This is an optimization exercise on Yosys and OpenROAD, whose aim is small area, a short achievable clock period and few clock cycles, not a production implementation.
In this exercise RTL edits were held to simulation tests only and were not proved equivalent to the original.
Power and IR drop assume default switching activity.

===== flow/run.sh =====
#!/bin/bash
# synth_recipe.tcl (not shown) runs the flow's synth.tcl, then flattens the netlist and writes it again
# the make line also repeats each setting of config.mk as NAME=value (left out here)
make -C /OpenROAD-flow-scripts/flow DESIGN_CONFIG=/design/flow/config.mk WORK_HOME=/design/flow/orfs CLKGATE_MAP_FILE= SYNTH_SCRIPT=/design/flow/synth_recipe.tcl finish

===== flow/config.mk =====
export PLATFORM = sky130hd
export DESIGN_NAME = drp_predictor
export DESIGN_NICKNAME = drp_predictor
export VERILOG_FILES = /design/flow/design.v
export SDC_FILE = /design/flow/constraint.sdc
export NUM_CORES = 4
export LEC_CHECK = 0
export CAP_MARGIN = 20
export CORE_MARGIN = 2
export CORE_UTILIZATION = 60
export SETUP_SLACK_MARGIN = 5
export SLEW_MARGIN = 20

===== flow/constraint.sdc =====
create_clock -name core_clock -period 12.0 [get_ports {clk}]
set_input_delay 2.4000 -clock core_clock [delete_from_list [all_inputs] [get_ports {clk}]]
set_output_delay 2.4000 -clock core_clock [all_outputs]
set_load 0.01 [all_outputs]

===== flow/design.v =====
module drp_predictor (
    input  wire        clk,
    input  wire        rst,
    input  wire        cmd_valid,
    output wire        cmd_ready,
    input  wire [2:0]  cmd_op,
    input  wire [15:0] cmd_arg,
    input  wire [31:0] cmd_data,
    output reg         resp_valid,
    output reg  [3:0]  resp_status,
    output reg         resp_flag,
    output reg  [31:0] resp_result
);
    localparam [31:0] MULT32 = 32'h9E3779B1;
    localparam        NB     = 16;
    localparam        DEPTH  = 4;
    localparam [2:0] OP_NOP   = 3'd0;
    localparam [2:0] OP_INIT  = 3'd1;
    localparam [2:0] OP_HASH  = 3'd2;
    localparam [2:0] OP_PRED  = 3'd3;
    localparam [2:0] OP_RHIT  = 3'd4;
    localparam [2:0] OP_DREAD = 3'd5;
    localparam [2:0] OP_RENC  = 3'd6;
    localparam [2:0] OP_RDEC  = 3'd7;
    localparam [3:0] ST_OK      = 4'd0;
    localparam [3:0] ST_CORRUPT = 4'd1;
    localparam [3:0] ST_ILLEGAL = 4'd4;
    localparam [3:0] ST_WRONG   = 4'd5;
    function [14:0] code_of;    
        input [7:0] r;
        begin
            if (r == 8'd0)        code_of = {4'd3,  11'd0};
            else if (r <= 8'd2)   code_of = {4'd4,  11'd2   + {3'd0, r} - 11'd1};
            else if (r <= 8'd6)   code_of = {4'd5,  11'd8   + {3'd0, r} - 11'd3};
            else if (r <= 8'd14)  code_of = {4'd6,  11'd24  + {3'd0, r} - 11'd7};
            else if (r <= 8'd30)  code_of = {4'd7,  11'd64  + {3'd0, r} - 11'd15};
            else if (r <= 8'd62)  code_of = {4'd8,  11'd160 + {3'd0, r} - 11'd31};
            else if (r <= 8'd126) code_of = {4'd9,  11'd384 + {3'd0, r} - 11'd63};
            else if (r <= 8'd190) code_of = {4'd10, 11'd896 + {3'd0, r} - 11'd127};
            else                  code_of = {4'd11, 11'd1920 + {3'd0, r} - 11'd191};
        end
    endfunction
    function [12:0] decode_window;
        input [10:0] v;
        begin
            if (v[10:8] == 3'b000)
                decode_window = {1'b1, 4'd3, 8'd0};
            else if (v[10:7] <= 4'd3)
                decode_window = {1'b1, 4'd4, 8'd1 + {4'd0, v[10:7]} - 8'd2};
            else if (v[10:6] <= 5'd11)
                decode_window = {1'b1, 4'd5, 8'd3 + {3'd0, v[10:6]} - 8'd8};
            else if (v[10:5] <= 6'd31)
                decode_window = {1'b1, 4'd6, 8'd7 + {2'd0, v[10:5]} - 8'd24};
            else if (v[10:4] <= 7'd79)
                decode_window = {1'b1, 4'd7, 8'd15 + {1'd0, v[10:4]} - 8'd64};
            else if (v[10:3] <= 8'd191)
                decode_window = {1'b1, 4'd8, 8'd31 + v[10:3] - 8'd160};
            else if (v[10:2] <= 9'd447)
                decode_window = {1'b1, 4'd9, 8'd63 + v[9:2] - 8'd128};
            else if (v[10:1] <= 10'd959)
                decode_window = {1'b1, 4'd10, 8'd127 + v[8:1] - 8'd128};
            else if (v <= 11'd1984)
                decode_window = {1'b1, 4'd11, 8'd191 + v[7:0] - 8'd128};
            else
                decode_window = {1'b0, 4'd0, 8'd0};
        end
    endfunction
    integer i, j;
    reg        inited;
    reg [2:0]  hbits;                        
    reg [NB*DEPTH*32-1:0] ent;               
    reg [NB*DEPTH-1:0]    vld;               
    assign cmd_ready = 1'b1;
    reg        a_v;
    reg [2:0]  a_op;
    reg [15:0] a_arg;
    reg [31:0] a_data;
    always @(posedge clk) begin
        a_v    <= cmd_valid && !rst;
        a_op   <= cmd_op;
        a_arg  <= cmd_arg;
        a_data <= cmd_data;
    end
    wire ua1 = a_data[24] ^ a_data[20];
    wire ua2 = a_data[24] & a_data[20];
    wire ua3 = a_data[25] ^ a_data[21] ^ ~a_data[10];
    wire ua4 = (a_data[25] & a_data[21]) | (a_data[25] & ~a_data[10]) | (a_data[21] & ~a_data[10]);
    wire ua5 = a_data[26] ^ a_data[22] ^ ~a_data[11];
    wire ua6 = (a_data[26] & a_data[22]) | (a_data[26] & ~a_data[11]) | (a_data[22] & ~a_data[11]);
    wire ua7 = a_data[27] ^ a_data[23] ^ ~a_data[12];
    wire ua8 = (a_data[27] & a_data[23]) | (a_data[27] & ~a_data[12]) | (a_data[23] & ~a_data[12]);
    wire ua9 = a_data[28] ^ a_data[24] ^ ~a_data[13];
    wire ua10 = (a_data[28] & a_data[24]) | (a_data[28] & ~a_data[13]) | (a_data[24] & ~a_data[13]);
    wire ua11 = a_data[29] ^ a_data[25] ^ ~a_data[14];
    wire ua12 = (a_data[29] & a_data[25]) | (a_data[29] & ~a_data[14]) | (a_data[25] & ~a_data[14]);
    wire ua13 = a_data[30] ^ a_data[26] ^ ~a_data[15];
    wire ua14 = (a_data[30] & a_data[26]) | (a_data[30] & ~a_data[15]) | (a_data[26] & ~a_data[15]);
    wire ua15 = a_data[31] ^ a_data[27] ^ ~a_data[16];
    wire ua16 = a_data[15] ^ a_data[11];
    wire ua17 = a_data[15] & a_data[11];
    wire ua18 = a_data[16] ^ a_data[12];
    wire ua19 = a_data[16] & a_data[12];
    wire ua20 = a_data[17] ^ a_data[13];
    wire ua21 = a_data[17] & a_data[13];
    wire ua22 = a_data[18] ^ a_data[14];
    wire ua23 = a_data[18] & a_data[14];
    wire ua24 = a_data[19] ^ a_data[15] ^ ~a_data[4];
    wire ua25 = (a_data[19] & a_data[15]) | (a_data[19] & ~a_data[4]) | (a_data[15] & ~a_data[4]);
    wire ua26 = a_data[20] ^ a_data[16] ^ ~a_data[5];
    wire ua27 = (a_data[20] & a_data[16]) | (a_data[20] & ~a_data[5]) | (a_data[16] & ~a_data[5]);
    wire ua28 = a_data[21] ^ a_data[17] ^ ~a_data[6];
    wire ua29 = (a_data[21] & a_data[17]) | (a_data[21] & ~a_data[6]) | (a_data[17] & ~a_data[6]);
    wire ua30 = a_data[22] ^ a_data[18] ^ ~a_data[7];
    wire ua31 = (a_data[22] & a_data[18]) | (a_data[22] & ~a_data[7]) | (a_data[18] & ~a_data[7]);
    wire ua32 = a_data[23] ^ a_data[19] ^ ~a_data[8];
    wire ua33 = (a_data[23] & a_data[19]) | (a_data[23] & ~a_data[8]) | (a_data[19] & ~a_data[8]);
    wire ua34 = ua1 ^ ~a_data[9] ^ a_data[5];
    wire ua35 = (ua1 & ~a_data[9]) | (ua1 & a_data[5]) | (~a_data[9] & a_data[5]);
    wire ua36 = ua2 ^ ua3 ^ a_data[6];
    wire ua37 = (ua2 & ua3) | (ua2 & a_data[6]) | (ua3 & a_data[6]);
    wire ua38 = ua4 ^ ua5 ^ a_data[7];
    wire ua39 = (ua4 & ua5) | (ua4 & a_data[7]) | (ua5 & a_data[7]);
    wire ua40 = ua6 ^ ua7 ^ a_data[8];
    wire ua41 = (ua6 & ua7) | (ua6 & a_data[8]) | (ua7 & a_data[8]);
    wire ua42 = ua8 ^ ua9 ^ a_data[9];
    wire ua43 = (ua8 & ua9) | (ua8 & a_data[9]) | (ua9 & a_data[9]);
    wire ua44 = ua10 ^ ua11 ^ a_data[10];
    wire ua45 = (ua10 & ua11) | (ua10 & a_data[10]) | (ua11 & a_data[10]);
    wire ua46 = ua12 ^ ua13 ^ a_data[11];
    wire ua47 = (ua12 & ua13) | (ua12 & a_data[11]) | (ua13 & a_data[11]);
    wire ua48 = ua14 ^ ua15 ^ a_data[12];
    wire ua49 = ua16 ^ ~a_data[0];
    wire ua50 = ua16 & ~a_data[0];
    wire ua51 = ua17 ^ ua18 ^ ~a_data[1];
    wire ua52 = (ua17 & ua18) | (ua17 & ~a_data[1]) | (ua18 & ~a_data[1]);
    wire ua53 = ua19 ^ ua20 ^ ~a_data[2];
    wire ua54 = (ua19 & ua20) | (ua19 & ~a_data[2]) | (ua20 & ~a_data[2]);
    wire ua55 = ua21 ^ ua22 ^ ~a_data[3];
    wire ua56 = (ua21 & ua22) | (ua21 & ~a_data[3]) | (ua22 & ~a_data[3]);
    wire ua57 = ua23 ^ ua24 ^ a_data[0];
    wire ua58 = (ua23 & ua24) | (ua23 & a_data[0]) | (ua24 & a_data[0]);
    wire ua59 = ua25 ^ ua26 ^ a_data[1];
    wire ua60 = (ua25 & ua26) | (ua25 & a_data[1]) | (ua26 & a_data[1]);
    wire ua61 = ua27 ^ ua28 ^ a_data[2];
    wire ua62 = (ua27 & ua28) | (ua27 & a_data[2]) | (ua28 & a_data[2]);
    wire ua63 = ua29 ^ ua30 ^ a_data[3];
    wire ua64 = (ua29 & ua30) | (ua29 & a_data[3]) | (ua30 & a_data[3]);
    wire ua65 = ua31 ^ ua32 ^ a_data[4];
    wire ua66 = (ua31 & ua32) | (ua31 & a_data[4]) | (ua32 & a_data[4]);
    wire ua67 = ua33 ^ ua34 ^ a_data[0];
    wire ua68 = (ua33 & ua34) | (ua33 & a_data[0]) | (ua34 & a_data[0]);
    wire ua69 = ua35 ^ ua36 ^ a_data[1];
    wire ua70 = (ua35 & ua36) | (ua35 & a_data[1]) | (ua36 & a_data[1]);
    wire ua71 = ua37 ^ ua38 ^ a_data[2];
    wire ua72 = (ua37 & ua38) | (ua37 & a_data[2]) | (ua38 & a_data[2]);
    wire ua73 = ua39 ^ ua40 ^ a_data[3];
    wire ua74 = (ua39 & ua40) | (ua39 & a_data[3]) | (ua40 & a_data[3]);
    wire ua75 = ua41 ^ ua42 ^ a_data[4];
    wire ua76 = (ua41 & ua42) | (ua41 & a_data[4]) | (ua42 & a_data[4]);
    wire ua77 = ua43 ^ ua44 ^ a_data[5];
    wire ua78 = (ua43 & ua44) | (ua43 & a_data[5]) | (ua44 & a_data[5]);
    wire ua79 = ua45 ^ ua46 ^ a_data[6];
    wire ua80 = (ua45 & ua46) | (ua45 & a_data[6]) | (ua46 & a_data[6]);
    wire ua81 = ua47 ^ ua48 ^ a_data[7];
    wire [31:0] ua_r0 = {ua80, ua78, ua76, ua74, ua72, ua70, ua68, ua66, ua64, ua62, ua60, ua58, ua56, ua54, ua52, ua50, ua49, a_data[14], a_data[13], a_data[12], a_data[11], a_data[10], a_data[9], a_data[8], a_data[7], a_data[6], a_data[5], a_data[4], a_data[3], a_data[2], a_data[1], a_data[0]};
    wire [31:0] ua_r1 = {ua81, ua79, ua77, ua75, ua73, ua71, ua69, ua67, ua65, ua63, ua61, ua59, ua57, ua55, ua53, ua51, 1'b1, a_data[10], a_data[9], a_data[8], a_data[7], a_data[6], a_data[5], a_data[4], a_data[3], a_data[2], a_data[1], a_data[0], 1'b0, 1'b0, 1'b0, 1'b0};
    wire [31:0] u_sum = ua_r0 + ua_r1;
    wire [14:0] a_code = code_of(a_arg[7:0]);
    wire [12:0] a_dec  = decode_window(a_data[10:0]);
    reg        c_v;
    reg [2:0]  c_op;
    reg [31:0] c_u;          
    reg [31:0] c_w;          
    reg        c_dec_ok;     
    reg        c_bhi0;       
    reg [3:0]  c_bk;         
    reg [2:0]  c_rk;         
    reg        c_rk_lt4;     
    reg        c_init_ok;    
    always @(posedge clk) begin
        c_v       <= a_v && !rst;
        c_op      <= a_op;
        c_u       <= u_sum;
        c_w       <= (a_op == OP_RENC) ? {12'd0, a_code[14:11], 5'd0, a_code[10:0]} :
                     (a_op == OP_RDEC) ? {12'd0, a_dec[11:8], 8'd0, a_dec[7:0]} : a_data;
        c_dec_ok  <= a_dec[12];
        c_bhi0    <= (a_arg[15:12] == 4'd0);
        c_bk      <= a_arg[11:8];
        c_rk      <= a_arg[2:0];
        c_rk_lt4  <= (a_arg[7:2] == 6'd0);
        c_init_ok <= (a_arg[7:0] != 8'd0) && (a_arg[7:0] <= 8'd4);
    end
    reg        b_v, b_pred, b_rhit, b_dread, b_init;
    reg [3:0]  b_st;
    reg        b_fl;
    reg [31:0] b_w;          
    reg [3:0]  b_bk;         
    reg [NB-1:0] b_sel;      
    reg [1:0]  b_r;          
    reg        x_init;       
    reg        x_upd;        
    reg [3:0]  x_bk;         
    reg [DEPTH-1:1] x_sh;    
    reg [31:0] x_new0;       
    wire       init_b   = b_v && b_init;
    wire       init_x   = resp_valid && x_init;
    wire       inited_f = inited || init_b || init_x;
    wire [2:0] hbits_f  = init_b ? b_bk[2:0] : init_x ? x_bk[2:0] : hbits;
    wire hb1 = c_u[7] ^ c_u[2];
    wire hb2 = c_u[7] & c_u[2];
    wire hb3 = c_u[8] ^ c_u[3];
    wire hb4 = c_u[8] & c_u[3];
    wire hb5 = c_u[9] ^ c_u[4];
    wire hb6 = c_u[9] & c_u[4];
    wire hb7 = c_u[10] ^ c_u[5];
    wire hb8 = c_u[10] & c_u[5];
    wire hb9 = c_u[11] ^ c_u[6];
    wire hb10 = c_u[11] & c_u[6];
    wire hb11 = c_u[12] ^ c_u[7];
    wire hb12 = c_u[12] & c_u[7];
    wire hb13 = c_u[13] ^ c_u[8];
    wire hb14 = c_u[13] & c_u[8];
    wire hb15 = c_u[14] ^ c_u[9];
    wire hb16 = c_u[14] & c_u[9];
    wire hb17 = c_u[15] ^ c_u[10];
    wire hb18 = c_u[15] & c_u[10];
    wire hb19 = c_u[16] ^ c_u[11];
    wire hb20 = c_u[16] & c_u[11];
    wire hb21 = c_u[17] ^ c_u[12];
    wire hb22 = c_u[17] & c_u[12];
    wire hb23 = c_u[18] ^ c_u[13];
    wire hb24 = c_u[18] & c_u[13];
    wire hb25 = c_u[19] ^ c_u[14];
    wire hb26 = c_u[19] & c_u[14];
    wire hb27 = c_u[20] ^ c_u[15];
    wire hb28 = c_u[20] & c_u[15];
    wire hb29 = c_u[21] ^ c_u[16];
    wire hb30 = c_u[21] & c_u[16];
    wire hb31 = c_u[22] ^ c_u[17];
    wire hb32 = c_u[22] & c_u[17];
    wire hb33 = c_u[23] ^ c_u[18];
    wire hb34 = c_u[23] & c_u[18];
    wire hb35 = c_u[24] ^ c_u[19];
    wire hb36 = c_u[24] & c_u[19];
    wire hb37 = c_u[25] ^ c_u[20];
    wire hb38 = c_u[25] & c_u[20];
    wire hb39 = c_u[26] ^ c_u[21];
    wire hb40 = c_u[26] & c_u[21];
    wire hb41 = c_u[27] ^ c_u[22];
    wire hb42 = c_u[27] & c_u[22];
    wire hb43 = c_u[28] ^ c_u[23];
    wire hb44 = c_u[28] & c_u[23];
    wire hb45 = c_u[29] ^ c_u[24];
    wire hb46 = c_u[29] & c_u[24];
    wire hb47 = c_u[30] ^ c_u[25];
    wire hb48 = c_u[30] & c_u[25];
    wire hb49 = c_u[31] ^ c_u[26];
    wire hb50 = hb1 ^ ~c_u[0];
    wire hb51 = hb1 & ~c_u[0];
    wire hb52 = hb2 ^ hb3 ^ ~c_u[1];
    wire hb53 = (hb2 & hb3) | (hb2 & ~c_u[1]) | (hb3 & ~c_u[1]);
    wire hb54 = hb4 ^ hb5 ^ ~c_u[2];
    wire hb55 = (hb4 & hb5) | (hb4 & ~c_u[2]) | (hb5 & ~c_u[2]);
    wire hb56 = hb6 ^ hb7 ^ ~c_u[3];
    wire hb57 = (hb6 & hb7) | (hb6 & ~c_u[3]) | (hb7 & ~c_u[3]);
    wire hb58 = hb8 ^ hb9 ^ ~c_u[4];
    wire hb59 = (hb8 & hb9) | (hb8 & ~c_u[4]) | (hb9 & ~c_u[4]);
    wire hb60 = hb10 ^ hb11 ^ ~c_u[5];
    wire hb61 = (hb10 & hb11) | (hb10 & ~c_u[5]) | (hb11 & ~c_u[5]);
    wire hb62 = hb12 ^ hb13 ^ ~c_u[6];
    wire hb63 = (hb12 & hb13) | (hb12 & ~c_u[6]) | (hb13 & ~c_u[6]);
    wire hb64 = hb14 ^ hb15 ^ ~c_u[7];
    wire hb65 = (hb14 & hb15) | (hb14 & ~c_u[7]) | (hb15 & ~c_u[7]);
    wire hb66 = hb16 ^ hb17 ^ ~c_u[8];
    wire hb67 = (hb16 & hb17) | (hb16 & ~c_u[8]) | (hb17 & ~c_u[8]);
    wire hb68 = hb18 ^ hb19 ^ ~c_u[9];
    wire hb69 = (hb18 & hb19) | (hb18 & ~c_u[9]) | (hb19 & ~c_u[9]);
    wire hb70 = hb20 ^ hb21 ^ ~c_u[10];
    wire hb71 = (hb20 & hb21) | (hb20 & ~c_u[10]) | (hb21 & ~c_u[10]);
    wire hb72 = hb22 ^ hb23 ^ ~c_u[11];
    wire hb73 = (hb22 & hb23) | (hb22 & ~c_u[11]) | (hb23 & ~c_u[11]);
    wire hb74 = hb24 ^ hb25 ^ ~c_u[12];
    wire hb75 = (hb24 & hb25) | (hb24 & ~c_u[12]) | (hb25 & ~c_u[12]);
    wire hb76 = hb26 ^ hb27 ^ ~c_u[13];
    wire hb77 = (hb26 & hb27) | (hb26 & ~c_u[13]) | (hb27 & ~c_u[13]);
    wire hb78 = hb28 ^ hb29 ^ ~c_u[14];
    wire hb79 = (hb28 & hb29) | (hb28 & ~c_u[14]) | (hb29 & ~c_u[14]);
    wire hb80 = hb30 ^ hb31 ^ ~c_u[15];
    wire hb81 = (hb30 & hb31) | (hb30 & ~c_u[15]) | (hb31 & ~c_u[15]);
    wire hb82 = hb32 ^ hb33 ^ ~c_u[16];
    wire hb83 = (hb32 & hb33) | (hb32 & ~c_u[16]) | (hb33 & ~c_u[16]);
    wire hb84 = hb34 ^ hb35 ^ ~c_u[17];
    wire hb85 = (hb34 & hb35) | (hb34 & ~c_u[17]) | (hb35 & ~c_u[17]);
    wire hb86 = hb36 ^ hb37 ^ ~c_u[18];
    wire hb87 = (hb36 & hb37) | (hb36 & ~c_u[18]) | (hb37 & ~c_u[18]);
    wire hb88 = hb38 ^ hb39 ^ ~c_u[19];
    wire hb89 = (hb38 & hb39) | (hb38 & ~c_u[19]) | (hb39 & ~c_u[19]);
    wire hb90 = hb40 ^ hb41 ^ ~c_u[20];
    wire hb91 = (hb40 & hb41) | (hb40 & ~c_u[20]) | (hb41 & ~c_u[20]);
    wire hb92 = hb42 ^ hb43 ^ ~c_u[21];
    wire hb93 = (hb42 & hb43) | (hb42 & ~c_u[21]) | (hb43 & ~c_u[21]);
    wire hb94 = hb44 ^ hb45 ^ ~c_u[22];
    wire hb95 = (hb44 & hb45) | (hb44 & ~c_u[22]) | (hb45 & ~c_u[22]);
    wire hb96 = hb46 ^ hb47 ^ ~c_u[23];
    wire hb97 = (hb46 & hb47) | (hb46 & ~c_u[23]) | (hb47 & ~c_u[23]);
    wire hb98 = hb48 ^ hb49 ^ ~c_u[24];
    wire [31:0] hb_r0 = {hb97, hb95, hb93, hb91, hb89, hb87, hb85, hb83, hb81, hb79, hb77, hb75, hb73, hb71, hb69, hb67, hb65, hb63, hb61, hb59, hb57, hb55, hb53, hb51, hb50, c_u[6], c_u[5], c_u[4], c_u[3], c_u[2], c_u[1], c_u[0]};
    wire [31:0] hb_r1 = {hb98, hb96, hb94, hb92, hb90, hb88, hb86, hb84, hb82, hb80, hb78, hb76, hb74, hb72, hb70, hb68, hb66, hb64, hb62, hb60, hb58, hb56, hb54, hb52, 1'b1, c_u[1], c_u[0], 1'b0, 1'b0, 1'b0, 1'b0, 1'b0};
    wire hg0_0 = (hb_r0[6] & hb_r1[6]) | ((hb_r0[6] | hb_r1[6]) & (hb_r0[5] & hb_r1[5]));
    wire hp0_0 = (hb_r0[6] | hb_r1[6]) & (hb_r0[5] | hb_r1[5]);
    wire hg0_1 = (hb_r0[8] & hb_r1[8]) | ((hb_r0[8] | hb_r1[8]) & (hb_r0[7] & hb_r1[7]));
    wire hp0_1 = (hb_r0[8] | hb_r1[8]) & (hb_r0[7] | hb_r1[7]);
    wire hg0_2 = (hb_r0[10] & hb_r1[10]) | ((hb_r0[10] | hb_r1[10]) & (hb_r0[9] & hb_r1[9]));
    wire hp0_2 = (hb_r0[10] | hb_r1[10]) & (hb_r0[9] | hb_r1[9]);
    wire hg0_3 = (hb_r0[12] & hb_r1[12]) | ((hb_r0[12] | hb_r1[12]) & (hb_r0[11] & hb_r1[11]));
    wire hp0_3 = (hb_r0[12] | hb_r1[12]) & (hb_r0[11] | hb_r1[11]);
    wire hg0_4 = (hb_r0[14] & hb_r1[14]) | ((hb_r0[14] | hb_r1[14]) & (hb_r0[13] & hb_r1[13]));
    wire hp0_4 = (hb_r0[14] | hb_r1[14]) & (hb_r0[13] | hb_r1[13]);
    wire hg0_5 = (hb_r0[16] & hb_r1[16]) | ((hb_r0[16] | hb_r1[16]) & (hb_r0[15] & hb_r1[15]));
    wire hp0_5 = (hb_r0[16] | hb_r1[16]) & (hb_r0[15] | hb_r1[15]);
    wire hg0_6 = (hb_r0[18] & hb_r1[18]) | ((hb_r0[18] | hb_r1[18]) & (hb_r0[17] & hb_r1[17]));
    wire hp0_6 = (hb_r0[18] | hb_r1[18]) & (hb_r0[17] | hb_r1[17]);
    wire hg0_7 = (hb_r0[20] & hb_r1[20]) | ((hb_r0[20] | hb_r1[20]) & (hb_r0[19] & hb_r1[19]));
    wire hp0_7 = (hb_r0[20] | hb_r1[20]) & (hb_r0[19] | hb_r1[19]);
    wire hg0_8 = (hb_r0[22] & hb_r1[22]) | ((hb_r0[22] | hb_r1[22]) & (hb_r0[21] & hb_r1[21]));
    wire hp0_8 = (hb_r0[22] | hb_r1[22]) & (hb_r0[21] | hb_r1[21]);
    wire hg0_9 = (hb_r0[24] & hb_r1[24]) | ((hb_r0[24] | hb_r1[24]) & (hb_r0[23] & hb_r1[23]));
    wire hp0_9 = (hb_r0[24] | hb_r1[24]) & (hb_r0[23] | hb_r1[23]);
    wire hg0_10 = (hb_r0[26] & hb_r1[26]) | ((hb_r0[26] | hb_r1[26]) & (hb_r0[25] & hb_r1[25]));
    wire hp0_10 = (hb_r0[26] | hb_r1[26]) & (hb_r0[25] | hb_r1[25]);
    wire hg1_0 = hg0_1 | (hp0_1 & hg0_0);
    wire hp1_0 = hp0_1 & hp0_0;
    wire hg1_1 = hg0_3 | (hp0_3 & hg0_2);
    wire hp1_1 = hp0_3 & hp0_2;
    wire hg1_2 = hg0_5 | (hp0_5 & hg0_4);
    wire hp1_2 = hp0_5 & hp0_4;
    wire hg1_3 = hg0_7 | (hp0_7 & hg0_6);
    wire hp1_3 = hp0_7 & hp0_6;
    wire hg1_4 = hg0_9 | (hp0_9 & hg0_8);
    wire hp1_4 = hp0_9 & hp0_8;
    wire hg1_5 = (hb_r0[27] & hb_r1[27]) | ((hb_r0[27] | hb_r1[27]) & hg0_10);
    wire hp1_5 = (hb_r0[27] | hb_r1[27]) & hp0_10;
    wire hg2_0 = hg1_1 | (hp1_1 & hg1_0);
    wire hp2_0 = hp1_1 & hp1_0;
    wire hg2_1 = hg1_3 | (hp1_3 & hg1_2);
    wire hp2_1 = hp1_3 & hp1_2;
    wire hg2_2 = hg1_5 | (hp1_5 & hg1_4);
    wire hp2_2 = hp1_5 & hp1_4;
    wire hg3_0 = hg2_1 | (hp2_1 & hg2_0);
    wire hp3_0 = hp2_1 & hp2_0;
    wire hg4_0 = hg2_2 | (hp2_2 & hg3_0);
    wire hp4_0 = hp2_2 & hp3_0;
    wire hash_c = hg4_0;
    wire [3:0] hash_t0 = hb_r0[31:28] + hb_r1[31:28];
    wire [3:0] hash_t1 = hb_r0[31:28] + hb_r1[31:28] + 4'd1;
    wire [3:0]  hash4   = hash_c ? hash_t1 : hash_t0;
    wire [3:0]  hash_b  = hash4 >> (3'd4 - hbits_f);
    wire        c_b_ok  = c_bhi0 && ({1'b0, c_bk} < (5'd1 << hbits_f));
    reg        h_pred, h_rhit, h_dread, h_init;
    reg [3:0]  h_st;
    reg        h_fl;
    reg [31:0] h_w;
    reg [3:0]  h_b;
    always @(*) begin
        h_pred  = 1'b0;
        h_rhit  = 1'b0;
        h_dread = 1'b0;
        h_init  = 1'b0;
        h_st    = ST_OK;
        h_fl    = 1'b0;
        h_w     = 32'd0;
        h_b     = hash_b;
        case (c_op)
            OP_NOP: ;
            OP_INIT: begin
                h_b = {1'b0, c_rk};
                if (!c_init_ok) h_st = ST_ILLEGAL;
                else          h_init = 1'b1;
            end
            OP_HASH: begin
                if (!inited_f) h_st = ST_WRONG;
                else begin
                    h_fl = 1'b1;
                    h_w  = {28'd0, hash_b};
                end
            end
            OP_PRED: begin
                if (!inited_f) h_st = ST_WRONG;
                else begin
                    h_pred = 1'b1;
                    h_w    = c_w;
                end
            end
            OP_RHIT: begin
                h_b = c_bk;
                if (!inited_f) h_st = ST_WRONG;
                else if (!c_b_ok || !c_rk_lt4) h_st = ST_CORRUPT;
                else h_rhit = 1'b1;
            end
            OP_DREAD: begin
                h_b = c_bk;
                if (!inited_f) h_st = ST_WRONG;
                else if (!c_b_ok || !c_rk_lt4) h_st = ST_ILLEGAL;
                else h_dread = 1'b1;
            end
            OP_RENC: begin
                h_fl = 1'b1;
                h_w  = c_w;
            end
            OP_RDEC: begin
                if (!c_dec_ok) h_st = ST_CORRUPT;
                else begin
                    h_fl = 1'b1;
                    h_w  = c_w;
                end
            end
        endcase
    end
    always @(posedge clk) begin
        b_v     <= c_v && !rst;
        b_pred  <= h_pred;
        b_rhit  <= h_rhit;
        b_dread <= h_dread;
        b_init  <= h_init;
        b_st    <= h_st;
        b_fl    <= h_fl;
        b_w     <= h_w;
        b_bk    <= h_b;
        b_sel   <= 16'd1 << h_b;
        b_r     <= c_rk[1:0];
    end
    reg [31:0] list [0:DEPTH-1];
    reg [DEPTH-1:0] lv;
    always @(*) begin
        for (j = 0; j < DEPTH; j = j + 1) begin
            list[j] = 32'd0;
            lv[j]   = 1'b0;
            for (i = 0; i < NB; i = i + 1) begin
                list[j] = list[j] | ({32{b_sel[i]}} & ent[32*(DEPTH*i + j) +: 32]);
                lv[j]   = lv[j] | (b_sel[i] & vld[DEPTH*i + j]);
            end
        end
    end
    reg [DEPTH-1:0] m;
    always @(*) begin
        for (j = 0; j < DEPTH; j = j + 1)
            m[j] = lv[j] && (list[j] == b_w);
    end
    wire [31:0] rd_cur  = list[b_r];
    wire [31:0] rd_prev = list[b_r - 2'd1];
    wire        same    = x_upd && (x_bk == b_bk);
    wire        eq_new0 = (b_w == x_new0);
    reg [DEPTH-1:0] m_n, lv_n;
    reg [31:0]      rdw_n;
    always @(*) begin
        m_n   = m;
        lv_n  = lv;
        rdw_n = rd_cur;
        if (init_x) begin
            m_n  = {DEPTH{1'b0}};
            lv_n = {DEPTH{1'b0}};
        end else if (same) begin
            m_n[0]  = eq_new0;
            lv_n[0] = 1'b1;
            for (j = 1; j < DEPTH; j = j + 1) begin
                if (x_sh[j]) begin
                    m_n[j]  = m[j-1];
                    lv_n[j] = lv[j-1];
                end
            end
            if (b_r == 2'd0)           rdw_n = x_new0;
            else if (x_sh[b_r])        rdw_n = rd_prev;
        end
    end
    wire       hit   = |m_n;
    wire [1:0] rank  = {m_n[3] | m_n[2], m_n[3] | m_n[1]};
    wire       rd_ok = lv_n[b_r];
    wire [2:0] occ   = lv_n[3] ? 3'd4 : lv_n[2] ? 3'd3 : lv_n[1] ? 3'd2 : lv_n[0] ? 3'd1 : 3'd0;
    reg [DEPTH-1:1] sh;
    always @(*) begin
        for (j = 1; j < DEPTH; j = j + 1)
            sh[j] = b_pred ? ~|(m_n & ((4'd1 << j) - 4'd1)) : (j <= b_r);
    end
    reg [3:0]  r_status;
    reg        r_flag;
    reg [31:0] r_result;
    reg [14:0] r_code;
    always @(*) begin
        case (rank)
            2'd0: r_code = {4'd3, 11'd0};
            2'd1: r_code = {4'd4, 11'd2};
            2'd2: r_code = {4'd4, 11'd3};
            default: r_code = {4'd5, 11'd8};
        endcase
        r_status = b_st;
        r_flag   = b_fl;
        r_result = b_w;
        if (b_pred) begin
            r_flag   = hit;
            r_result = hit ? {1'b0, r_code[10:0], r_code[14:11], 4'd0, b_bk, 6'd0, rank}
                           : {20'd0, b_bk, 8'd0};
        end else if (b_rhit) begin
            r_status = rd_ok ? ST_OK : ST_CORRUPT;
            r_flag   = rd_ok;
            r_result = rd_ok ? rdw_n : 32'd0;
        end else if (b_dread) begin
            r_flag   = rd_ok;
            r_result = rd_ok ? rdw_n : {29'd0, occ};
        end
    end
    always @(posedge clk) begin
        resp_valid  <= b_v && !rst;
        resp_status <= r_status;
        resp_flag   <= r_flag;
        resp_result <= r_result;
        x_init      <= b_init;
        x_upd       <= b_v && !rst && (b_pred || (b_rhit && rd_ok));
        x_bk        <= b_bk;
        x_sh        <= sh;
        x_new0      <= b_pred ? b_w : rdw_n;
    end
    always @(posedge clk) begin
        for (i = 0; i < NB; i = i + 1) begin
            if (init_x) begin
                for (j = 0; j < DEPTH; j = j + 1)
                    vld[DEPTH*i+j] <= 1'b0;
            end else if (x_upd && x_bk == i) begin
                ent[32*DEPTH*i +: 32] <= x_new0;
                vld[DEPTH*i]          <= 1'b1;
                for (j = 1; j < DEPTH; j = j + 1) begin
                    if (x_sh[j]) begin
                        ent[32*(DEPTH*i+j) +: 32] <= ent[32*(DEPTH*i+j-1) +: 32];
                        vld[DEPTH*i+j]            <= vld[DEPTH*i+j-1];
                    end
                end
            end
        end
    end
    always @(posedge clk) begin
        if (rst) begin
            inited <= 1'b0;
            hbits  <= 3'd4;
        end else if (init_x) begin
            inited <= 1'b1;
            hbits  <= x_bk[2:0];
        end
    end
endmodule

==> results of run 1 <==
area by class of cell:
type,instances,share of cell area [%]
antenna,8,0.0192
tap,2044,2.46
timing repair buffer,230,1.91
inverter,130,0.469
clock buffer,291,5.82
clock inverter,130,1.17
multi-input combinational,3086,22.6
sequential,2386,65.6
power breakdown:
group / internal [W] / switching (W) / leakage, nW
logic: 0.00165 / 0.00326 / 9.03
registers: 0.00925 / 0.000497 / 21.2
clock network: 0.00389 / 0.00312 / 3.54
total: 0.0148 / 0.00687 / 33.8
worst max-delay path, cell delays in order, from the launching register on:
cell and delay (ns):
dfxtp_4 0.74, buf_4 0.68, buf_4 0.84, a22o_1 0.25, a221oi_1 0.06, nand4_1 0.42, xor2_1 0.23, nor4_1 0.39
nand3_1 0.15, nor3_1 0.48, a311oi_1 0.23, a2bb2oi_1 0.24, ha_1 0.34, nand2_1 0.07, o21ai_0 0.09, and2_1 0.20
per-stage QoR:
stage | cell area [sq um] | std cells
global placement | 96900 | 7876
CTS | 104000 | 8297
detailed placement | 96900 | 7876
finish | 104000 | 8305
global route | 104000 | 8297
floorplan | 93600 | 5982
layout by cell type (no fill, tap or decap), types with 21 or more instances in the layout:
| cell type | instances |
|---|---|
| a21oi_1 | 160 |
| nor4_1 | 66 |
| clkdlybuf4s50_1 | 89 |
| nand2_1 | 280 |
| clkbuf_16 | 225 |
| edfxtp_1 | 2048 |
| buf_4 | 137 |
| inv_1 | 123 |
| mux2i_1 | 46 |
| nand4_1 | 86 |
| ha_1 | 98 |
| clkbuf_1 | 48 |
| xor2_1 | 47 |
| a22o_1 | 523 |
| a22oi_1 | 54 |
| nand3_1 | 83 |
| nor2b_1 | 30 |
| a21o_1 | 30 |
| nor2_1 | 205 |
| and2_4 | 34 |
| o21ai_0 | 101 |
| and4_1 | 71 |
| and2_1 | 41 |
| fa_1 | 58 |
| clkinv_1 | 45 |
| clkinv_2 | 47 |
| a221oi_1 | 536 |
| a2111oi_0 | 25 |
| nor3_1 | 50 |
| xnor2_1 | 183 |
| o22ai_1 | 21 |
| dfxtp_1 | 320 |
state kept, by name (all words and copies together), names as in the netlist, 2 cells and up:
register,flops
c_bk,4
c_op,3
b_st,2
resp_result,32
a_arg,16
ent,2048
hbits,3
c_w,32
resp_status,2
c_rk,3
b_bk,4
x_sh,3
x_bk,4
b_sel,16
b_r,2
b_w,32
a_op,3
c_u,32
a_data,32
vld,64
x_new0,32
metal layers:
layer / vias up / GRT usage, %
li1: 24300 / -
met1: 30900 / 59.4
met2: 5956 / 65.5
met3: 1363 / 16.1
met4: 12 / 25.7
met5: - / 0
final timing paths:
kind | to | slack, ns
max | resp_result[16]$_DFF_P_ | 6.30
min | c_bk[2]$_DFF_P_ | 0.33
max reg2reg | resp_result[16]$_DFF_P_ | 6.30
min reg2reg | c_bk[2]$_DFF_P_ | 0.33
kinds of logic (layout without fill, tap and decap cells):
kind of cell               Yosys count  in the layout  share of synthesized area, %
adders and majority gates          162            162                          2.63
DFF                               2386           2386                          72.9
and+or+nand+nor                   1051           1051                          5.77
AOI/OAI and AO/OA                 1581           1581                          13.5
xor gates and xnor gates           231            231                          2.18
muxes                               58             58                         0.648
buffers and inverters              510            781                          2.29
other                                2             11                       0.00802
==> notes.md, run 1 <==
Yosys cell types=87; Filler Cell Count=10600; vias per cell=7.53; die area=159000 sq um; status=finished clean; Place WS=6.71 ns; Bufs on Longest Clock Path=3; post-CTS setup buffers=0; Peak VDD IR=0.244 mV; Hold Violations, Final=0; CP startpoint=b_sel[13]$_SDFF_PN0_; Post-synth top cells=2048 x edfxtp_1, 536 x a221oi_1, 523 x a22o_1; Die X=399 um; share of the synthesized area in the top cell type=65.7%; total CTS buffers=223; latest clock arrival within the worst-skew pair=0.91 ns; Reg area=68300 sq um; IO Count=93; pin count of the biggest net entering global routing=107; RSZ-0062 raised after global routing=false; hold_sp=a_arg[10]$_DFF_P_; P_leak=33.8 nW; Max Slew Vio Count=0; element type at the critical path end=flop; final worst slack=6.30 ns; synth warn=2; Setup CP Type=reg -> reg; Worst R2R Path Depth=15; EDFF count, synth=2048; Layout Utilization=67.4%; Synth Instances=5981; fin crit period=5.70 ns; HPWL after DPL=209000 um; r2r startpoint=b_sel[13]$_SDFF_PN0_; cts repair resizes=0; Area growth syn-to-layout=11.3%; M1 WL=123000 um; main flop type after synthesis=edfxtp_1; drt pass-1 iters=6; Floorplan Core Area=155000 sq um; initial antenna violation count=10; initial drt markers=11200; GRT overflow=0; Worst EP required=12.75 ns; vias in the first global route=60100; fin nets=6272; first-pass GRT wire length=486000 um; crit path max fanout=44; setup TNS=0 ns; CTS clock-pin slew for the worst setup and hold paths=0.06 ns; Slew headroom=12.5%; initial core utilization=60.6%; Tot Pwr=0.0217 W; CP startpoint kind=flop; GRT Overall Usage=45.1%; Slew @ Worst Pin=1.31 ns; CTS root buf=clkbuf_16; skew final=0.0530 ns; met2 WL=154000 um; final setup vio count=0; Fmax=0.175 GHz; Routed Antenna Nets=0; multi-input logic area=23500 sq um; Yosys top cell by area=edfxtp_1; HP Class=reg -> reg; DRT Wirelength=360000 um; final worst-path cycle share=47.5%; Syn Area/Cell=15.7 sq um; layout cells sized above 1=9.56%; hold slack=0.325 ns; Remaining DRCs=0; wire per inst=43.3 um; synth top area cells=edfxtp_1 66%, dfxtp_1 7.2%, a221oi_1 5.0%, a22o_1 4.9%, xnor2_1 1.7%; routed via count=62600; max_cap viols=0; cts hold-fix bufs=0; leading cell type by number of instances after synthesis=edfxtp_1; Pwr per Cell Area=208 nW/um^2; routed wire length on met3=57000 um; synthesized flop and latch total=2386; top layer in use=met5; post-synthesis sequential area ratio=72.9%; H-tree levels=4; Rows=144; Die Y-Extent=399 um; CTS tree=yes; RD Place Congestion=1.04; worst endpoint data arrival time=6.45 ns; Mapped Area=93600 sq um; Clock Sinks=2386; Worst Hold Path Cells=0; Async S/R FF share, synth=0%; I/O Buffers=89
Testbench counts, summed over its fixed seeds: cycles 16,024.
==> run 2, diff against run 1 <==
==> flow/flow/run.sh (new file) <==
#!/bin/bash
set -euo pipefail
bash standard.sh SETUP_SLACK_MARGIN=8 finish > standard.log 2>&1
==> flow/standard.sh (new file) <==
#!/bin/bash
# synth_recipe.tcl (not shown) runs the flow's synth.tcl, then flattens the netlist and writes it again
# the make line also repeats each setting of config.mk as NAME=value (left out here)
make -C /OpenROAD-flow-scripts/flow DESIGN_CONFIG=/design/flow/config.mk WORK_HOME=/design/flow/orfs CLKGATE_MAP_FILE= SYNTH_SCRIPT=/design/flow/synth_recipe.tcl "${@:-finish}"
--- a/flow/config.mk
+++ b/flow/config.mk
@@ -8,5 +8,6 @@
 export CAP_MARGIN = 20
 export CORE_MARGIN = 2
 export CORE_UTILIZATION = 60
-export SETUP_SLACK_MARGIN = 5
+export CTS_CLUSTER_DIAMETER = 60
+export CTS_CLUSTER_SIZE = 30
 export SLEW_MARGIN = 20
removed: flow/run.sh
==> run 2 against run 1 <==
Power decreased by 0.16%. Largest power group unchanged. Design area rose by 3.1%. Via count rose by 5.7%. Core utilization grew 2.1 points. Critical endpoint is now ent[123]$_DFFE_PP_. Combinational power up 32%. Flip-flop and latch count unchanged.
==> notes.md, run 2 <==
Mapped Area=93600 sq um (unchanged); RSZ-0062 raised after global routing=true; Cell Count, Final, Fillers Out=8437 (+1.6%); Yosys cell types=87 (unchanged); CP startpoint kind=flop; final worst-path cycle share=34.5% (-13 points); status=finished clean; vias per cell=7.84 (+4.1%); CP max stage cell=buf_4; initial drt markers=14100 (+26%); HPWL after DPL=208000 um (about the same); CTS root buf=clkbuf_16; Remaining DRCs=0 (unchanged); vias in the first global route=59800 (-0.43%); Cell Chain, Critical Path=or3b_2 > nor4_4 > buf_4 > and2_4 > buf_4; commonest non-fill, non-tap cell in the layout=edfxtp_1; Slew @ Worst Pin=1.35 ns (+0.0386 ns); GRT overflow=0 (unchanged); Peak VDD IR=0.294 mV (+20%); Syn Area/Cell=15.7 sq um (unchanged); Post-synth top cells=2048 x edfxtp_1, 536 x a221oi_1, 523 x a22o_1; routed via count=66100 (+5.7%); multi-input logic area=24900 sq um (+5.8%); DRT Wirelength=399000 um (+11%); Area growth syn-to-layout=14.7%; max reg flops=2048 (unchanged); first-pass GRT wire length=500000 um (+3.0%); element type at the critical path end=flop; Reg area=68400 sq um (about the same); post-synthesis sequential area ratio=72.9% (unchanged); Die Y-Extent=399 um (unchanged); latest clock arrival within the worst-skew pair=0.85 ns (-0.06 ns); HP Class=reg -> reg; Inst Count DP=7886 (+0.13%); Slew headroom=9.96% (-2.6 points); skew final=0.0624 ns (+0.00943 ns); crit path max fanout=31 (-30%); GRT Overall Usage=47.0% (+1.9 points); Hold Violations, Final=0 (unchanged); setup TNS=0 ns (unchanged); cell repeated most along the worst path=buf_4; synth warn=2 (unchanged); CTS clock-pin slew for the worst setup and hold paths=0.09 ns (+0.03 ns); max_cap viols=0 (unchanged); Yosys top cell by area=edfxtp_1; Setup CP Type=reg -> reg; Floorplan Core Area=155000 sq um (unchanged); wire per inst=47.3 um (+9.2%); I/O Buffers=89 (unchanged); total CTS buffers=136 (-39%); pin count of the biggest net entering global routing=72 (-33%); Rows=144 (unchanged); worst endpoint data arrival time=4.61 ns (-1.84 ns); P_leak=35.4 nW (+4.7%); Filler Cell Count=10200 (-3.8%); Bufs on Longest Clock Path=3 (unchanged); share of the synthesized area in the top cell type=65.7% (unchanged); synthesized flop and latch total=2386 (unchanged); Max stage delay on crit path=0.88 ns (+0.04 ns); CTS tree=yes; layout cells sized above 1=15.8% (+6.2 points); main flop type after synthesis=edfxtp_1; Clock Sinks=2386 (unchanged); final setup vio count=0 (unchanged); die area=159000 sq um (unchanged); Routed Antenna Nets=0 (unchanged); synth top area cells=edfxtp_1 66%, dfxtp_1 7.2%, a221oi_1 5.0%, a22o_1 4.9%, xnor2_1 1.7%; Async S/R FF share, synth=0% (unchanged); EDFF count, synth=2048 (unchanged); Pwr per Cell Area=201 nW/um^2 (-3.2%); most frequent cells in the layout=2048 x edfxtp_1, 522 x a22o_1, 511 x a221oi_1; fin crit period=4.14 ns (-1.56 ns); RD Place Congestion=0.998 (-4.2%); Largest Register=ent; Synth Instances=5981 (unchanged); Worst EP required=12.47 ns (-0.28 ns); initial core utilization=60.6% (unchanged); fin nets=6468 (+3.1%); Fmax=0.241 GHz (+38%); Die X=399 um (unchanged); H-tree levels=4 (unchanged); Max Slew Vio Count=0 (unchanged); IO Count=93 (unchanged); leading cell type by number of instances after synthesis=edfxtp_1; initial antenna violation count=22 (+12); Top Registers=ent x2048, vld x64; drt pass-1 iters=10 (+4)
run 2: cell counts after synthesis:
No cell type changed its count.
run 2: metal layers:
metal  global-route usage, %  wire length [um]  vias to the layer above
li1                        -                 -                    24700
met1                    60.7            126000                    32100
met2                    67.1            163000                     7400
met3                    18.2             73100                     1962
met4                    29.6             36000                       21
met5                       0               361                        -
run 2: stage by stage:
stage               utilization, %  cell area, sq um  worst slack (ns)  power (W)  hold slack, ns
floorplan                        -             93600              7.01     0.0127           0.310
global placement              62.8             97000              6.67     0.0145           0.315
detailed placement            62.8             97100              6.70     0.0145           0.312
CTS                           67.5            104000              7.68     0.0204           0.329
global route                  69.4            107000              7.88     0.0220           0.334
finish                        69.5            107000              7.86     0.0216           0.329
run 2: power breakdown:
part / switching, W / total (W) / internal [W]
sequential: 0.000431 / 0.00967 / 0.00924
clock: 0.00300 / 0.00548 / 0.00249
combinational: 0.00400 / 0.00647 / 0.00247
run 2: path summary, 6_finish.rpt:
kind / start / endpoint / slack (ns) / cells past startpoint
max reg2reg: x_upd$_DFF_P_ / ent[123]$_DFFE_PP_ / 7.86 / 5
min reg2reg: a_arg[11]$_DFF_P_ / c_bk[3]$_DFF_P_ / 0.33 / 0
max: x_upd$_DFF_P_ / ent[123]$_DFFE_PP_ / 7.86 / 5
min: a_arg[11]$_DFF_P_ / c_bk[3]$_DFF_P_ / 0.33 / 0
run 2: cell type report:
class | instances | area share [%]
antenna | 25 | 0.0583
clock buffer | 151 | 3.39
clock inverter | 102 | 1.15
inverter | 130 | 0.465
multi-input combinational | 3090 | 23.1
sequential | 2386 | 63.6
tap | 2044 | 2.38
timing repair buffer | 509 | 5.77
run 2: critical path: cells and delay by family, from the launching register on:
kind | cells | cell delay (ns)
buf+inv | 2 | 1.75
simple gates | 3 | 1.50
flops | 1 | 0.40
run 2: kinds of logic (layout without fill, tap and decap cells):
group           count (synthesis)  after routing  synth area share, %
xor+xnor                      231            231                 2.18
buf+inv                       510            892                 2.29
fa+ha+maj                     162            162                 2.63
simple gates                 1051           1054                 5.77
compound gates               1581           1582                 13.5
mux                            58             58                0.648
other cells                     2             28              0.00802
flops                        2386           2386                 72.9
run 2: repair_timing:
action	in CTS	in global routing
resized for setup	259	193
endpoints found under the setup margin	436	173
pin swaps	54	55
cloned	12	46
setup buffers	108	105
hold buffers	0	0
==> run 3, diff against run 2 <==
--- a/flow/design.v
+++ b/flow/design.v
@@ -446,9 +446,10 @@
         for (j = 0; j < DEPTH; j = j + 1)
             m[j] = lv[j] && (list[j] == b_w);
     end
-    wire [31:0] rd_cur  = list[b_r];
-    wire [31:0] rd_prev = list[b_r - 2'd1];
     wire        same    = x_upd && (x_bk == b_bk);
+    wire [DEPTH-1:0] x_shv = {x_sh, 1'b0};
+    wire [1:0]  rd_idx  = (same && x_shv[b_r]) ? b_r - 2'd1 : b_r;
+    wire [31:0] rd_cur  = list[rd_idx];
     wire        eq_new0 = (b_w == x_new0);
     reg [DEPTH-1:0] m_n, lv_n;
     reg [31:0]      rdw_n;
@@ -469,7 +470,6 @@
                 end
             end
             if (b_r == 2'd0)           rdw_n = x_new0;
-            else if (x_sh[b_r])        rdw_n = rd_prev;
         end
     end
     wire       hit   = |m_n;
==> flow/flow/run.sh (replaced) <==
#!/bin/bash
set -euo pipefail
bash standard.sh SETUP_SLACK_MARGIN=8 MATCH_CELL_FOOTPRINT=0 \
    "BUFFER_PORTS_ARGS=-buffer_cell sky130_fd_sc_hd__buf_4" finish > standard.log 2>&1
==> run 3 against run 2 <==
Still clean on timing, DRC and antenna. Critical path depth up 10. First-iteration DRC count down 5.9%. Clock skew down 0.013 ns. Sequential power up 2%. Design area down 2.1%. Register-to-register slack worse by 0.07 ns. Core utilization down 1.2 points. Fmax down 1.7%. Area after synthesis down 0.47%. Cell count down 3.9%. Critical path type unchanged. Critical endpoint is now resp_result[21]$_DFF_P_.
==> notes.md, run 3 <==
max_cap viols=0 (unchanged); initial core utilization=60.5% (-0.076 points); layout cells sized above 1=16.6% (+0.76 points); routed via count=63200 (-4.5%); Worst R2R Path Depth=15 (+10); Reg area=68300 sq um (about the same); Post-synth top cells=2048 x edfxtp_1, 509 x a22o_1, 504 x a221oi_1; multi-input logic area=24000 sq um (-3.6%); Peak VDD IR=0.373 mV (+27%); CTS root buf=clkbuf_16; Yosys top cell by area=edfxtp_1; CTS clock-pin slew for the worst setup and hold paths=0.10 ns (about the same); Synth Instances=5762 (-3.7%); RSZ-0062 raised after global routing=true; Fmax=0.237 GHz (-1.7%); Syn Area/Cell=16.2 sq um (+3.3%); CP startpoint=b_sel[6]$_SDFF_PP0_; GRT overflow=0 (unchanged); main flop type after synthesis=edfxtp_1; synth top area cells=edfxtp_1 66%, dfxtp_1 7.3%, a22o_1 4.8%, a221oi_1 4.7%, xnor2_1 1.9%; Worst Hold Path Cells=0 (unchanged); final worst-path cycle share=35.1% (+0.59 points); H-tree levels=4 (unchanged); Setup CP Type=reg -> reg; Bufs on Longest Clock Path=3 (unchanged); final setup vio count=0 (unchanged); Crit path max-delay family=simple AND/OR/NAND/NOR gates; initial drt markers=13300 (-5.9%); element type at the critical path end=flop; HP Class=reg -> reg; vias per cell=7.79 (-0.60%); worst endpoint data arrival time=4.92 ns (+0.31 ns); post-synthesis sequential area ratio=73.3% (+0.35 points); RD Place Congestion=1.01 (+1.3%); Largest Register=ent; fin nets=6142 (-5.0%); Final Cell Area=105000 sq um (-2.1%); max reg flops=2048 (unchanged); IO Count=93 (unchanged); pin count of the biggest net entering global routing=74 (+2.8%); commonest non-fill, non-tap cell in the layout=edfxtp_1; Pwr per Cell Area=207 nW/um^2 (+2.6%); setup TNS=0 ns (unchanged); Floorplan Core Area=154000 sq um (-0.35%); status=finished clean; Area growth syn-to-layout=12.8%; Slew @ Worst Pin=1.32 ns (-0.0283 ns); Yosys cell types=87 (unchanged); Cell Chain, Critical Path=buf_6 > clkbuf_16 > a22o_1 > a221oi_1 > and4_1 > xnor2_1 > nor3_1 > nand3_2 > nor3_2 > a221o_1 > nand2_4 > inv_2 > ha_1 > a221oi_2 > a21oi_1; Worst EP required=12.70 ns (+0.23 ns); wire per inst=47.9 um (+1.4%); CP startpoint kind=flop; Remaining DRCs=0 (unchanged); first-pass GRT wire length=508000 um (+1.6%); GRT Overall Usage=48.6% (+1.6 points); Critical Path End=resp_result[21]$_DFF_P_; synthesized flop and latch total=2386 (unchanged); CTS tree=yes; final worst slack=7.78 ns (-0.0703 ns); cts hold-fix bufs=0 (unchanged); Hold Violations, Final=0 (unchanged); worst r2r dst=resp_result[21]$_DFF_P_; leading cell type by number of instances after synthesis=edfxtp_1; CP max stage cell=nor3_1; Rows=144 (unchanged); fin crit period=4.22 ns (+0.0703 ns); Die X=398 um (-0.23%); Async S/R FF share, synth=0% (unchanged); Max Slew Vio Count=0 (unchanged); share of the synthesized area in the top cell type=66.0% (+0.31 points); DRT Wirelength=389000 um (-2.5%); drt pass-1 iters=9 (-1); total CTS buffers=145 (+6.6%); synth warn=2 (unchanged); Filler Cell Count=10400 (+2.4%); I/O Buffers=89 (unchanged); skew final=0.0491 ns (-0.0133 ns); EDFF count, synth=2048 (unchanged); Die Y-Extent=398 um (-0.23%); Routed Antenna Nets=0 (unchanged); Crit path depth=15 (+10); initial antenna violation count=24 (+9.1%); die area=158000 sq um (-0.47%); Slew headroom=11.8% (+1.9 points); flop2flop setup slack=7.78 ns (-0.07 ns); r2r startpoint=b_sel[6]$_SDFF_PP0_; crit path max fanout=19 (-39%); P_leak=34.4 nW (-2.9%); Clock Sinks=2386 (unchanged); Place WS=6.41 ns (-0.291 ns); Max stage delay on crit path=0.46 ns (-0.42 ns); most frequent cells in the layout=2048 x edfxtp_1, 509 x a22o_1, 487 x a221oi_1; HPWL after DPL=204000 um (-2.0%); Mapped Area=93200 sq um (-0.47%); Buf/Inv on CP=3 (+1); latest clock arrival within the worst-skew pair=0.84 ns (about the same); vias in the first global route=58400 (-2.5%); Top Registers=ent x2048, vld x64; Placed Area=96500 sq um (-0.64%)
==> run 3: cell families (layout without fill, tap and decap cells) <==
family	Yosys count	in the layout	share of synthesized area (%)
flip-flops	2386	2386	73.3
AO/OA/AOI/OAI	1443	1443	12.6
AND/OR/NAND/NOR	907	909	5.20
buffers and inverters	501	787	2.58
XOR/XNOR	231	231	2.19
adder cells (fa/ha/maj)	163	163	2.65
multiplexers	129	129	1.48
other	2	17	0.00806
==> run 3: how the worst min path moves through the flow <==
stage | startpoint | end
2_1_floorplan | a_arg[8]$_DFF_P_ | c_bk[0]$_DFF_P_
3_3_place_gp | a_arg[8]$_DFF_P_ | c_bk[0]$_DFF_P_
3_5_place_dp | a_arg[11]$_DFF_P_ | c_bk[3]$_DFF_P_
4_1_cts | a_arg[11]$_DFF_P_ | c_bk[3]$_DFF_P_
5_1_grt | a_arg[9]$_DFF_P_ | c_bk[1]$_DFF_P_
6_report | a_arg[11]$_DFF_P_ | c_bk[3]$_DFF_P_
==> run 3: power breakdown <==
| group | switching [W] | internal, W |
|---|---|---|
| clock network | 0.00310 | 0.00264 |
| registers | 0.000494 | 0.00933 |
| logic | 0.00384 | 0.00232 |
==> run 3: worst register-to-register path: stages (launching register included) <==
cell,delay [ns]
dfxtp_4,0.38
buf_6,0.24
clkbuf_16,0.32
a22o_1,0.26
a221oi_1,0.22
and4_1,0.39
xnor2_1,0.18
nor3_1,0.46
nand3_2,0.31
nor3_2,0.23
a221o_1,0.27
nand2_4,0.12
inv_2,0.11
ha_1,0.24
a221oi_2,0.29
a21oi_1,0.09
==> run 3: cell type report <==
cell class,instances,share of cell area [%]
flip-flops and latches,2386,65.0
multi-input cells,2878,22.8
repair buffers,392,4.26
clock buffers,154,3.59
well taps,2044,2.43
clock inverters,116,1.43
inverters,125,0.446
diodes,14,0.0333
==> run 3: repair_timing <==
| item | 4_1_cts | 5_1_grt |
|---|---|---|
| pin swaps | 40 | 39 |
| endpoints found under the setup margin | 262 | 163 |
| buffers inserted | 62 | 21 |
| resized for setup | 243 | 110 |
| cloned | 46 | 3 |
==> run 3: per-stage QoR <==
stage,utilization [%],total power [W],std cells,hold slack (ns)
floorplan,-,0.0128,5763,0.310
global placement,62.6,0.0147,7692,0.312
detailed placement,62.6,0.0147,7693,0.313
CTS,67.8,0.0210,8071,0.336
global route,68.2,0.0221,8096,0.339
finish,68.2,0.0217,8109,0.335
==> run 3: routing by layer <==
layer,vias up,part of all wire (%),global-route usage [%]
met2,6726,41,68.8
li1,23600,-,-
met5,-,0.054,0.0303
met3,1622,18,21.1
met1,31200,32,62.4
met4,16,8.1,28.9
Testbench counts of run 3, summed over its fixed seeds: cycles 16,024.
==> run 4, diff against run 3 <==
--- a/flow/design.v
+++ b/flow/design.v
@@ -200,6 +200,7 @@
     reg        x_init;       
     reg        x_upd;        
     reg [3:0]  x_bk;         
+    reg [NB-1:0] x_sel;      
     reg [DEPTH-1:1] x_sh;    
     reg [31:0] x_new0;       
     wire       init_b   = b_v && b_init;
@@ -472,8 +473,6 @@
             if (b_r == 2'd0)           rdw_n = x_new0;
         end
     end
-    wire       hit   = |m_n;
-    wire [1:0] rank  = {m_n[3] | m_n[2], m_n[3] | m_n[1]};
     wire       rd_ok = lv_n[b_r];
     wire [2:0] occ   = lv_n[3] ? 3'd4 : lv_n[2] ? 3'd3 : lv_n[1] ? 3'd2 : lv_n[0] ? 3'd1 : 3'd0;
     reg [DEPTH-1:1] sh;
@@ -481,24 +480,19 @@
         for (j = 1; j < DEPTH; j = j + 1)
             sh[j] = b_pred ? ~|(m_n & ((4'd1 << j) - 4'd1)) : (j <= b_r);
     end
+    wire [31:0] pred_res = {8'd0, m_n[3], 1'b0, m_n[1] | m_n[2], m_n[2],
+                            1'b0, m_n[1] | m_n[2] | m_n[3], m_n[0], m_n[0] | m_n[3],
+                            4'd0, b_bk, 6'd0, m_n[2] | m_n[3], m_n[1] | m_n[3]};
     reg [3:0]  r_status;
     reg        r_flag;
     reg [31:0] r_result;
-    reg [14:0] r_code;
     always @(*) begin
-        case (rank)
-            2'd0: r_code = {4'd3, 11'd0};
-            2'd1: r_code = {4'd4, 11'd2};
-            2'd2: r_code = {4'd4, 11'd3};
-            default: r_code = {4'd5, 11'd8};
-        endcase
         r_status = b_st;
         r_flag   = b_fl;
         r_result = b_w;
         if (b_pred) begin
-            r_flag   = hit;
-            r_result = hit ? {1'b0, r_code[10:0], r_code[14:11], 4'd0, b_bk, 6'd0, rank}
-                           : {20'd0, b_bk, 8'd0};
+            r_flag   = |m_n;
+            r_result = pred_res;
         end else if (b_rhit) begin
             r_status = rd_ok ? ST_OK : ST_CORRUPT;
             r_flag   = rd_ok;
@@ -516,6 +510,7 @@
         x_init      <= b_init;
         x_upd       <= b_v && !rst && (b_pred || (b_rhit && rd_ok));
         x_bk        <= b_bk;
+        x_sel       <= b_sel;
         x_sh        <= sh;
         x_new0      <= b_pred ? b_w : rdw_n;
     end
@@ -524,7 +519,7 @@
             if (init_x) begin
                 for (j = 0; j < DEPTH; j = j + 1)
                     vld[DEPTH*i+j] <= 1'b0;
-            end else if (x_upd && x_bk == i) begin
+            end else if (x_upd && x_sel[i]) begin
                 ent[32*DEPTH*i +: 32] <= x_new0;
                 vld[DEPTH*i]          <= 1'b1;
                 for (j = 1; j < DEPTH; j = j + 1) begin
==> run 4 against run 3 <==
Still clean on timing, DRC and antenna. Register-to-register slack improved by 0.10 ns. Fmax rose by 2.5%. Via count fell by 4.6%. Clock skew fell by 0.0099 ns. Clock-buffer cell count rose by 6. Sequential share of layout area rose by 2.2 points. Critical path type unchanged. Critical endpoint is now resp_result[18]$_DFF_P_. Largest power group unchanged.
==> notes.md, run 4 <==
Post-synth top cells=2048 x edfxtp_1, 431 x a221oi_1, 427 x a22o_1; GRT overflow=0 (unchanged); Crit path max-delay family=simple AND/OR/NAND/NOR gates; CP startpoint kind=flop; Syn Area/Cell=15.8 sq um (-2.3%); cell repeated most along the worst path=a221oi_1; initial drt markers=10900 (-18%); Setup CP Type=reg -> reg; final worst slack=7.89 ns (+0.104 ns); CTS root buf=clkbuf_16; Pwr per Cell Area=202 nW/um^2 (-2.2%); Synth Instances=5864 (+1.8%); main flop type after synthesis=edfxtp_1; share of the synthesized area in the top cell type=66.4% (+0.36 points); synthesized flop and latch total=2402 (+0.67%); cts hold-fix bufs=0 (unchanged); routed wire length on met3=55400 um (-22%); routed via count=60300 (-4.6%); Placed Area=95700 sq um (-0.78%); Slew @ Worst Pin=1.29 ns (-0.0292 ns); setup TNS=0 ns (unchanged); max_cap viols=0 (unchanged); Routed Antenna Nets=0 (unchanged); die area=158000 sq um (-0.53%); initial core utilization=60.3% (-0.18 points); post-synthesis sequential area ratio=74.0% (+0.74 points); flop2flop setup slack=7.89 ns (+0.10 ns); Cell Chain, Critical Path=buf_12 > buf_16 > a22o_1 > a221oi_1 > and4_1 > xor2_1 > and3_1 > nand4_1 > nor4_4 > a221oi_1 > a21oi_1; vias in the first global route=57200 (-2.0%); final worst-path cycle share=34.3% (-0.87 points); Mapped Area=92700 sq um (-0.54%); Yosys cell types=86 (-1.1%); total CTS buffers=143 (-1.4%); drt pass-1 iters=7 (-2); Buf/Inv on CP=2 (-1); Top Registers=ent x2048, vld x64; Fmax=0.243 GHz (+2.5%); Final Cell Area=102000 sq um (-2.8%); Bufs on Longest Clock Path=3 (unchanged); CTS clock-pin slew for the worst setup and hold paths=0.10 ns (about the same); hold slack=0.333 ns (-0.00256 ns); P_leak=33.3 nW (-3.1%); Area growth syn-to-layout=10.2%; final setup vio count=0 (unchanged); element type at the critical path end=flop; pin count of the biggest net entering global routing=77 (+4.1%); status=finished clean; EDFF count, synth=2048 (unchanged); DRT Wirelength=356000 um (-8.5%); worst endpoint data arrival time=4.83 ns (-0.09 ns); Largest Register=ent; HP Class=reg -> reg; Die Y-Extent=397 um (-0.27%); Cell Count, Final, Fillers Out=8055 (-0.67%); Hold Violations, Final=0 (unchanged); fin nets=6091 (-0.83%); Place WS=7.09 ns (+0.677 ns); Slew headroom=13.8% (+1.9 points); Die X=397 um (-0.27%); RD Place Congestion=0.971 (-3.9%); fin crit period=4.11 ns (-0.104 ns); initial antenna violation count=12 (-50%); Yosys top cell by area=edfxtp_1; Worst EP required=12.72 ns (+0.02 ns); layout cells sized above 1=12.0% (-4.6 points); first-pass GRT wire length=474000 um (-6.6%); I/O Buffers=89 (unchanged); M1 WL=118000 um (-5.5%); vias per cell=7.48 (-4.0%); IO Count=93 (unchanged); HPWL after DPL=202000 um (-0.91%); commonest non-fill, non-tap cell in the layout=edfxtp_1; Async S/R FF share, synth=0% (unchanged); CP max stage cell=and4_1; most frequent cells in the layout=2048 x edfxtp_1, 429 x a221oi_1, 427 x a22o_1; CTS tree=yes; skew final=0.0391 ns (-0.00993 ns); Remaining DRCs=0 (unchanged); crit path max fanout=43 (+24); H-tree levels=4 (unchanged); Floorplan Core Area=154000 sq um (-0.23%); leading cell type by number of instances after synthesis=edfxtp_1; synth top area cells=edfxtp_1 66%, dfxtp_1 7.6%, a221oi_1 4.1%, a22o_1 4.0%, a22oi_1 2.0%; GRT Overall Usage=44.8% (-3.8 points); Filler Cell Count=10600 (+1.8%); top layer in use=met5; met2 WL=154000 um (-4.1%); wire per inst=44.1 um (-7.9%); Max stage delay on crit path=0.49 ns (+0.03 ns); Inst Count DP=7750 (+0.74%); latest clock arrival within the worst-skew pair=0.84 ns (about the same); Clock Sinks=2402 (+0.67%); synth warn=2 (unchanged); Max Slew Vio Count=0 (unchanged); Peak VDD IR=0.287 mV (-23%); Rows=144 (unchanged); RSZ-0062 raised after global routing=true; max reg flops=2048 (unchanged)
-- run 4: cell families (layout without fill, tap and decap cells) --
family	count (synthesis)	count (layout)	share of synthesized area (%)
other	2	11	0.00810
AND/OR/NAND/NOR	1087	1087	5.97
multiplexers	39	39	0.473
buffers and inverters	498	636	2.18
adder cells (fa/ha/maj)	160	160	2.62
XOR/XNOR	235	235	2.22
AO/OA/AOI/OAI	1441	1441	12.5
flip-flops	2402	2402	74.0
-- run 4: final cells by class --
| type | instances | area (sq um) | share of cell area (%) |
|---|---|---|---|
| multi-input combinational | 2965 | 22800 | 22.3 |
| sequential | 2402 | 68700 | 67.2 |
| timing repair buffer | 245 | 2410 | 2.36 |
| clock inverter | 107 | 1360 | 1.33 |
| tap | 2044 | 2560 | 2.50 |
| inverter | 124 | 469 | 0.459 |
| antenna | 8 | 20.0 | 0.0196 |
| clock buffer | 160 | 3880 | 3.79 |
-- run 4: final timing paths --
kind	start	endpoint	cells after the start
hold / removal	a_arg[11]$_DFF_P_	c_bk[3]$_DFF_P_	0
setup reg to reg	b_sel[0]$_SDFF_PP0_	resp_result[18]$_DFF_P_	11
setup / recovery	b_sel[0]$_SDFF_PP0_	resp_result[18]$_DFF_P_	11
hold reg to reg	a_arg[11]$_DFF_P_	c_bk[3]$_DFF_P_	0
-- run 4: metrics by stage --
stage,util [%],power (W)
final,66.5,0.0206
after global routing,66.4,0.0211
after CTS,66.1,0.0202
after detailed placement,62.3,0.0142
after global placement,62.3,0.0141
after floorplan,-,0.0124
-- run 4: worst register-to-register path, stage by stage (launching register included) --
cell and delay (ns):
dfxtp_4 0.47, buf_12 0.31, buf_16 0.28, a22o_1 0.41, a221oi_1 0.22, and4_1 0.49, xor2_1 0.28, and3_1 0.48
nand4_1 0.29, nor4_4 0.32, a221oi_1 0.21, a21oi_1 0.24
-- run 4: per-layer routing --
layer  track usage, %  up-vias
met5                0        -
met4             28.0       12
met3             15.3     1312
met2             65.7     5740
met1             57.6    29800
li1                 -    23400
-- run 4: report_power, final --
part	switching, W	internal, W
Clock	0.00307	0.00266
Combinational	0.00324	0.00194
Sequential	0.000430	0.00930
Total	0.00674	0.0139
-- run 4: what timing repair did --
| item | in CTS | in global routing |
|---|---|---|
| cloned | 3 | 1 |
| setup endpoints to repair | 45 | 50 |
| pin swaps | 3 | 5 |
| resized for setup | 82 | 67 |
| hold endpoints to repair | 0 | 0 |
| setup buffers | 12 | 13 |
Testbench counts of run 4, summed over its fixed seeds: cycles 16,024.

==> what the ideal ports hide <==
The results above use ideal ports. As a check the final layouts listed here were re-extracted and re-timed, cells and wires unchanged.
Step 1 (the two cells are an assumption about what drives the block):
set clk [get_ports {clk}]
set_driving_cell -lib_cell sky130_fd_sc_hd__clkbuf_16 $clk
set_driving_cell -lib_cell sky130_fd_sc_hd__buf_2 [delete_from_list [all_inputs] $clk]
Step 2 also shifts input and output timing later by t, the mid clock arrival at the registers, as if the neighbouring blocks saw the same clock.
Three values: ideal, step 1, step 2; two values: the first two.
| run | t (ns) | setup slack, ns | latest minus earliest clock arrival (ns) | pins driven straight from the clock port |
|---|---|---|---|---|
| run 1 | 0.971 | 6.297 / 6.297 / 6.297 | 0.058 / 0.058 | 1 |
| run 2 | 0.911 | 7.855 / 7.855 / 7.855 | 0.063 / 0.064 | 1 |
| run 3 | 0.896 | 7.785 / 7.785 / 7.785 | 0.054 / 0.054 | 1 |
| run 4 | 0.902 | 7.889 / 7.889 / 7.889 | 0.056 / 0.056 | 1 |
After both steps setup and hold are still met in every run listed.
